Context: an optimization exercise on an open-source flow, tuned for small area, a short achievable clock period and few clock cycles. The choices shown serve that exercise and are no tape-out recipe.

==> run K <==
==> flow/design.v <==
module tile_addr_gen (
    input  wire        clk,
    input  wire        rst,
    input  wire        start,
    input  wire [15:0] img_w,
    input  wire [15:0] img_h,
    input  wire [15:0] tile_w,
    input  wire [15:0] tile_h,
    input  wire [15:0] meta_w,
    input  wire [15:0] meta_h,
    input  wire        do_seq,
    input  wire [31:0] pix_len,
    output reg         addr_valid,
    output reg  [31:0] addr,
    input  wire        addr_ready,
    output wire        busy,
    output reg         done,
    output reg  [3:0]  err,
    output reg  [15:0] err_info
);
    localparam S_IDLE  = 2'b00;
    localparam S_SETUP = 2'b01;    
    localparam S_RUN   = 2'b11;    
    localparam OP_PIX1 = 3'd0;   
    localparam OP_DW   = 3'd1;   
    localparam OP_DMW  = 3'd2;   
    localparam OP_DH   = 3'd3;   
    localparam OP_DMH  = 3'd4;   
    localparam OP_PIX0 = 3'd5;   
    localparam OP_E4   = 3'd6;   
    localparam OP_E2   = 3'd7;   
    reg [1:0]  state;
    reg [2:0]  op;
    reg [3:0]  step;
    reg [15:0] tw, th, mw, mh;
    reg        seq;
    reg [15:0] E2;       
    reg [15:0] E4;       
    reg [31:0] T1;       
    reg [31:0] MO;       
    reg [15:0] x, y, i, j, mx, my, nmx;    
    reg        fx, fy, fi, fj, fm, fn;     
    reg        yfirst, jfirst;
    reg        aneg, abig;                 
    reg        e1, rx, ry, rmx, rmy;
    assign busy = state[0];
    genvar k;
    wire [15:0] acc = MO[31:16];
    wire [15:0] ex  = MO[15:0];
    wire [15:0] ey  = mx;
    wire        mc  = (op == OP_PIX1) || (op == OP_PIX0) || (op == OP_E4) || (op == OP_E2);
    reg  [15:0] eop;
    always @(*) begin
        case (op)
            OP_PIX1: eop = E4;
            OP_DMW:  eop = mw;
            OP_DH:   eop = th;
            OP_DMH:  eop = mh;
            OP_E4:   eop = mw;
            default: eop = tw;
        endcase
    end
    wire        last_step = (step == 4'd15);
    wire [16:0] sh   = {acc, ex[15]};
    wire [15:0] sub  = (!mc || (op == OP_E2 ? last_step : ey[15])) ? eop : 16'd0;
    wire [17:0] t    = {1'b0, sh} - {2'b0, sub};
    wire        tneg = t[17];
    wire        frozen = aneg | abig;
    wire [15:0] acc_n = !mc ? (tneg ? sh[15:0] : t[15:0])
                            : ((frozen || tneg || t[16]) ? acc : t[15:0]);
    wire [15:0] ex_n  = {ex[14:0], ~mc & ~tneg};
    wire        aneg_n = aneg | (~frozen & mc & tneg);
    wire        abig_n = abig | (~frozen & mc & ~tneg & t[16]);
    wire        rem_n = (acc_n != 16'd0);
    wire        skip8 = (step == 4'd0) &&
                        (mc ? ((ey[15:8] == 8'd0) || (op == OP_E2)) : (ex[15:8] == 8'd0));
    wire wx  = fx;
    wire wy  = wx & fy;
    wire wi  = wy & fi;
    wire wj  = wi & fj;
    wire wmx = wj & fm;
    wire wmy = wmx & fn;
    wire capt = wx & yfirst;
    wire capm = capt & fi & jfirst;
    reg [31:0] ga;
    reg [15:0] gb;
    always @(*) begin
        ga = addr; gb = 16'd0;
        if (wx) begin
            if (!wy)       gb = E2;
            else if (!wi)  ga = capt ? addr : T1;
            else if (!wj)  gb = E4;
            else if (!wmx) ga = capm ? addr : MO;
        end
    end
    wire [16:0] glo = {1'b0, ga[15:0]} + {1'b0, gb} + 17'd1;
    wire [15:0] s_lo = glo[15:0];
    wire        c16 = glo[16];
    wire [16:0] pa;             
    assign pa[0] = 1'b1;
    wire [15:0] s_hi;
    generate for (k = 0; k < 16; k = k + 1) begin : g_inc
        assign s_hi[k]  = ga[16+k] ^ (c16 & pa[k]);
        assign pa[k+1]  = pa[k] & ga[16+k];
    end endgenerate
    wire [31:0] gsum = {s_hi, s_lo};
    reg [15:0] dsel;
    always @(*) begin
        if (!wx)       dsel = x;
        else if (!wy)  dsel = y;
        else if (!wi)  dsel = i;
        else if (!wj)  dsel = j;
        else if (!wmx) dsel = mx;
        else           dsel = my;
    end
    wire [15:0] dsub;
    wire [16:0] db;
    assign db[0] = 1'b1;
    generate for (k = 0; k < 16; k = k + 1) begin : g_dec
        assign dsub[k]  = dsel[k] ^ db[k];
        assign db[k+1]  = db[k] & ~dsel[k];
    end endgenerate
    wire dsub1 = (dsub == 16'd1);
    wire tw1 = (tw == 16'd1);
    wire th1 = (th == 16'd1);
    wire mw1 = (mw == 16'd1);
    wire mh1 = (mh == 16'd1);
    wire nmx1 = (nmx == 16'd1);
    wire gstep = state[1] & addr_ready;
    wire zero_w = (E2 == 16'd0);
    wire zero_h = (E4 == 16'd0);
    always @(posedge clk) begin
        begin
            done <= 1'b0;
            case (state)
            S_IDLE: begin
                tw   <= tile_w;
                th   <= tile_h;
                mw   <= do_seq ? meta_w : 16'd1;
                mh   <= do_seq ? meta_h : 16'd1;
                seq  <= do_seq;
                E2   <= img_w;
                E4   <= img_h;
                T1   <= pix_len;
                MO   <= pix_len;
                mx   <= img_w;
                aneg <= 1'b0;
                abig <= 1'b0;
                op   <= OP_PIX1;
                step <= 4'd0;
                if (start) state <= S_SETUP;
            end
            S_SETUP: begin
                if (skip8) begin
                    step <= 4'd8;
                    MO   <= {acc[7:0], ex[15:0], 8'd0};
                    mx   <= {ey[7:0], 8'd0};
                    abig <= (acc[15:8] != 8'd0);
                end else begin
                    step <= step + 4'd1;
                    MO   <= {acc_n, ex_n};
                    mx   <= {ey[14:0], 1'b0};
                    aneg <= aneg_n;
                    abig <= abig_n;
                end
                if (last_step) begin
                    case (op)
                    OP_PIX1: begin
                        e1 <= aneg_n;
                        if (aneg_n) begin
                            MO   <= T1;
                            mx   <= th;
                            aneg <= 1'b0;
                            abig <= 1'b0;
                            op   <= OP_PIX0;
                        end else begin
                            MO <= {16'd0, E2};
                            op <= OP_DW;
                        end
                    end
                    OP_DW: begin
                        rx <= rem_n;
                        MO <= {16'd0, ex_n};
                        if (seq) op <= OP_DMW;
                        else begin
                            nmx <= ex_n;
                            MO  <= {16'd0, E4};
                            op  <= OP_DH;
                        end
                    end
                    OP_DMW: begin
                        rmx <= rem_n;
                        nmx <= ex_n;
                        MO  <= {16'd0, E4};
                        op  <= OP_DH;
                    end
                    OP_DH, OP_DMH: begin
                        MO <= {16'd0, ex_n};
                        if (op == OP_DH) ry <= rem_n;
                        if (seq && op == OP_DH) op <= OP_DMH;
                        else begin
                            my   <= ex_n;
                            fn   <= (ex_n == 16'd1);
                            aneg <= 1'b0;
                            abig <= 1'b0;
                            if (rx || (op == OP_DH ? rem_n : ry) || tw == 16'd0 || th == 16'd0 ||
                                (seq && (mw == 16'd0 || mh == 16'd0 || rmx || rem_n)) ||
                                zero_w || zero_h) begin
                                if (op == OP_DMH) rmy <= rem_n; else rmy <= 1'b0;
                                if (op == OP_DH) ry <= rem_n;
                                MO <= T1;
                                mx <= th;
                                op <= OP_PIX0;
                            end else begin
                                MO <= {16'd0, E2};
                                mx <= tw;
                                op <= OP_E4;
                            end
                        end
                    end
                    OP_PIX0: begin
                        done  <= 1'b1;
                        state <= S_IDLE;
                        if (aneg_n || e1) begin
                            err      <= 4'd2;
                            err_info <= {15'd0, ~aneg_n};
                        end else if (rx || ry || tw == 16'd0 || th == 16'd0) begin
                            err      <= 4'd1;
                            err_info <= 16'd0;
                        end else if (seq && (mw == 16'd0 || mh == 16'd0 || rmx || rmy)) begin
                            err      <= 4'd1;
                            err_info <= 16'd1;
                        end else begin
                            err      <= 4'd0;
                        end
                    end
                    OP_E4: begin
                        E4   <= acc_n;
                        MO   <= {16'd0, E2};
                        aneg <= 1'b0;
                        abig <= 1'b0;
                        op   <= OP_E2;
                    end
                    default: begin   
                        E2     <= acc_n;
                        addr   <= 32'd0;
                        addr_valid <= 1'b1;
                        x      <= tw;
                        y      <= th;
                        i      <= mw;
                        j      <= mh;
                        mx     <= nmx;
                        fx     <= tw1;
                        fy     <= th1;
                        fi     <= mw1;
                        fj     <= mh1;
                        fm     <= nmx1;
                        yfirst <= 1'b1;
                        jfirst <= 1'b1;
                        err    <= 4'd0;
                        state  <= S_RUN;
                    end
                    endcase
                end
            end
            default: begin   
                if (capt) T1 <= addr;
                if (capm) MO <= addr;
                if (gstep) begin
                    if (wmy) begin
                        addr_valid <= 1'b0;
                        done       <= 1'b1;
                        state      <= S_IDLE;
                    end else begin
                        addr <= gsum;
                        x  <= wx ? tw : dsub;
                        fx <= wx ? tw1 : dsub1;
                        if (wx) begin y <= wy ? th  : dsub; fy <= wy ? th1  : dsub1; end
                        if (wy) begin i <= wi ? mw  : dsub; fi <= wi ? mw1  : dsub1; end
                        if (wi) begin j <= wj ? mh  : dsub; fj <= wj ? mh1  : dsub1; end
                        if (wj) begin mx <= wmx ? nmx : dsub; fm <= wmx ? nmx1 : dsub1; end
                        if (wmx) begin my <= dsub; fn <= dsub1; end
                        if (wy) yfirst <= 1'b1; else if (wx) yfirst <= 1'b0;
                        if (wj) jfirst <= 1'b1; else if (wi) jfirst <= 1'b0;
                    end
                end
            end
            endcase
        end
        if (rst) begin
            state      <= S_IDLE;
            done       <= 1'b0;
            addr_valid <= 1'b0;
        end
    end
endmodule
==> flow/flow/run.sh <==
#!/bin/bash
# Layout flow: the standard ORFS flow (standard.sh), with the port
# buffers made from small fast cells: sky130_fd_sc_hd__buf_1 on the inputs
# (inserted by the standard buffer_ports call) and sky130_fd_sc_hd__buf_2 on
# the outputs (inserted by flow/outbuf.tcl at the start of the resize step).
# The whole make output goes to standard_flow.log; ORFS keeps each step's log
# under orfs/logs.
set -euo pipefail
here=$(pwd)
bash standard.sh \
  BUFFER_PORTS_ARGS="-inputs -buffer_cell sky130_fd_sc_hd__buf_1" \
  PRE_RESIZE_TCL="$here/flow/outbuf.tcl" \
  finish > standard_flow.log 2>&1
==> flow/flow/outbuf.tcl <==
buffer_ports -outputs -buffer_cell sky130_fd_sc_hd__buf_2
==> flow/standard.sh <==
#!/bin/bash
# synth_recipe.tcl (not shown) runs the flow's synth.tcl, then flattens the netlist and writes it again
# the make line also repeats each setting of config.mk as NAME=value (left out here)
make -C /OpenROAD-flow-scripts/flow DESIGN_CONFIG=/design/flow/config.mk WORK_HOME=/design/flow/orfs CLKGATE_MAP_FILE= SYNTH_SCRIPT=/design/flow/synth_recipe.tcl "${@:-finish}"
==> flow/config.mk <==
export PLATFORM = sky130hd
export DESIGN_NAME = tile_addr_gen
export DESIGN_NICKNAME = tile_addr_gen
export VERILOG_FILES = /design/flow/design.v
export SDC_FILE = /design/flow/constraint.sdc
export NUM_CORES = 4
export LEC_CHECK = 0
export CAP_MARGIN = 20
export CORE_MARGIN = 2
export CORE_UTILIZATION = 40
export SLEW_MARGIN = 20
==> flow/constraint.sdc <==
create_clock -name core_clock -period 34.0 [get_ports {clk}]
set_input_delay 6.8000 -clock core_clock [delete_from_list [all_inputs] [get_ports {clk}]]
set_output_delay 6.8000 -clock core_clock [all_outputs]
set_load 0.01 [all_outputs]
==> run X (differences from run K) <==
--- a/flow/design.v
+++ b/flow/design.v
@@ -19,7 +19,7 @@
     output reg  [15:0] err_info
 );
-    localparam S_IDLE  = 2'b00;
-    localparam S_SETUP = 2'b01;    
-    localparam S_RUN   = 2'b11;    
+    localparam S_IDLE  = 2'd0;
+    localparam S_SETUP = 2'd1;
+    localparam S_RUN   = 2'd2;
     localparam OP_PIX1 = 3'd0;   
     localparam OP_DW   = 3'd1;   
@@ -44,5 +44,5 @@
     reg        aneg, abig;                 
     reg        e1, rx, ry, rmx, rmy;
-    assign busy = state[0];
+    assign busy = (state != S_IDLE);
     genvar k;
     wire [15:0] acc = MO[31:16];
@@ -64,5 +64,25 @@
     wire [16:0] sh   = {acc, ex[15]};
     wire [15:0] sub  = (!mc || (op == OP_E2 ? last_step : ey[15])) ? eop : 16'd0;
-    wire [17:0] t    = {1'b0, sh} - {2'b0, sub};
+    wire [16:0] t_lo;          
+    wire [17:0] bw0, bw1;      
+    wire [16:0] d0, d1;
+    generate for (k = 0; k < 17; k = k + 1) begin : g_sub
+        wire sb = (k < 16) ? sub[k] : 1'b0;
+        wire bin0 = (k == 0 || k == 6 || k == 12) ? 1'b0 : bw0[k];
+        wire bin1 = (k == 0 || k == 6 || k == 12) ? 1'b1 : bw1[k];
+        assign d0[k]    = sh[k] ^ sb ^ bin0;
+        assign bw0[k+1] = (~sh[k] & sb) | (bin0 & ~(sh[k] ^ sb));
+        assign d1[k]    = sh[k] ^ sb ^ bin1;
+        assign bw1[k+1] = (~sh[k] & sb) | (bin1 & ~(sh[k] ^ sb));
+    end endgenerate
+    assign bw0[0] = 1'b0;
+    assign bw1[0] = 1'b1;
+    wire b6  = bw0[6];
+    wire b12 = b6 ? bw1[12] : bw0[12];
+    wire b17 = b12 ? bw1[17] : bw0[17];
+    assign t_lo[5:0]   = d0[5:0];
+    assign t_lo[11:6]  = b6  ? d1[11:6]  : d0[11:6];
+    assign t_lo[16:12] = b12 ? d1[16:12] : d0[16:12];
+    wire [17:0] t    = {b17, t_lo};
     wire        tneg = t[17];
     wire        frozen = aneg | abig;
@@ -94,7 +114,23 @@
         end
     end
-    wire [16:0] glo = {1'b0, ga[15:0]} + {1'b0, gb} + 17'd1;
-    wire [15:0] s_lo = glo[15:0];
-    wire        c16 = glo[16];
+    wire [15:0] s_lo;
+    wire [8:0]  ca;             
+    wire [16:8] cb0, cb1;       
+    wire [15:8] sb0, sb1;
+    assign ca[0] = 1'b1;
+    generate for (k = 0; k < 8; k = k + 1) begin : g_alo
+        assign s_lo[k]  = ga[k] ^ gb[k] ^ ca[k];
+        assign ca[k+1]  = (ga[k] & gb[k]) | (ca[k] & (ga[k] ^ gb[k]));
+    end endgenerate
+    assign cb0[8] = 1'b0;
+    assign cb1[8] = 1'b1;
+    generate for (k = 8; k < 16; k = k + 1) begin : g_ahi
+        assign sb0[k]   = ga[k] ^ gb[k] ^ cb0[k];
+        assign cb0[k+1] = (ga[k] & gb[k]) | (cb0[k] & (ga[k] ^ gb[k]));
+        assign sb1[k]   = ga[k] ^ gb[k] ^ cb1[k];
+        assign cb1[k+1] = (ga[k] & gb[k]) | (cb1[k] & (ga[k] ^ gb[k]));
+    end endgenerate
+    assign s_lo[15:8] = ca[8] ? sb1 : sb0;
+    wire c16 = ca[8] ? cb1[16] : cb0[16];
     wire [16:0] pa;             
     assign pa[0] = 1'b1;
@@ -131,5 +167,11 @@
     wire zero_h = (E4 == 16'd0);
     always @(posedge clk) begin
-        begin
+        if (rst) begin
+            state      <= S_IDLE;
+            done       <= 1'b0;
+            addr_valid <= 1'b0;
+            err        <= 4'd0;
+            err_info   <= 16'd0;
+        end else begin
             done <= 1'b0;
             case (state)
@@ -288,9 +330,4 @@
             endcase
         end
-        if (rst) begin
-            state      <= S_IDLE;
-            done       <= 1'b0;
-            addr_valid <= 1'b0;
-        end
     end
 endmodule
==> impl_metrics.json <==
{
  "status": "timing/DRC/antenna clean",
  "synthXorXnorAreaFrac_pct": 0.675,
  "required_ns": 34.27,
  "regArea_um2": 9960,
  "nNetsFinal": 2371,
  "synth-edff-count": 327,
  "p_comb_w": 0.000236,
  "worstMarginPinSlew_ns": 1.11,
  "firstDrtPassIters": 12,
  "num-multi-input-gates": 1527,
  "cp.arrival_ns": 11.61,
  "taps": 680,
  "grt_pass1_wl_mm": 124,
  "core_area_um2": 51300,
  "yosys-top-cells-area": "edfxtp_1, mux2i_1, nand2_1",
  "finalWeightedCongestion": 0.970,
  "antenna_found_initial": 3,
  "grt_max_degree": 86
}
(the above is from run X)
==> impl_metrics.json <==
{
  "firstDrtPassIters": 7,
  "p_comb_w": 0.000594,
  "finalWeightedCongestion": 0.972,
  "cp.arrival_ns": 1.37,
  "status": "timing/DRC/antenna clean",
  "nNetsFinal": 2528,
  "num-multi-input-gates": 1679,
  "grt_pass1_wl_mm": 123,
  "antenna_found_initial": 1,
  "core_area_um2": 52800,
  "synthXorXnorAreaFrac_pct": 1.19,
  "worstMarginPinSlew_ns": 1.23
}
(the above is from run K)
Function was not checked in any run of this note: the RTL went through the layout flow alone.

-- afterwards: timing with drivers on the ports --
No port has a modelled driver above. Below, the same layouts with a new extraction and two added sets of constraints. Step 1 sets driving cells, clkbuf_16 on the clock port and buf_2 on the other inputs (assumed; they add their load-dependent delay and slew). Step 2 adds t to the input delays and takes it off the output delays; t is the mean of the earliest and latest rising clock arrival at the registers after step 1. Input paths then give back, and output paths get back, about the clock's delay inside the block. Slacks: ideal / step 1 / step 2; pairs: ideal / step 1.
run | t (ns) | setup slack, ns | worst data-port slew with drivers (ns)
run K | 0.627 | 25.827 / 25.764 / 25.236 | 0.10
run X | 0.626 | 22.659 / 22.659 / 22.659 | 0.06
After both steps setup and hold are still met in every run listed. The setup slack of run K, which loses most, moves by -0.063 ns with the drivers and by -0.591 ns with both steps.
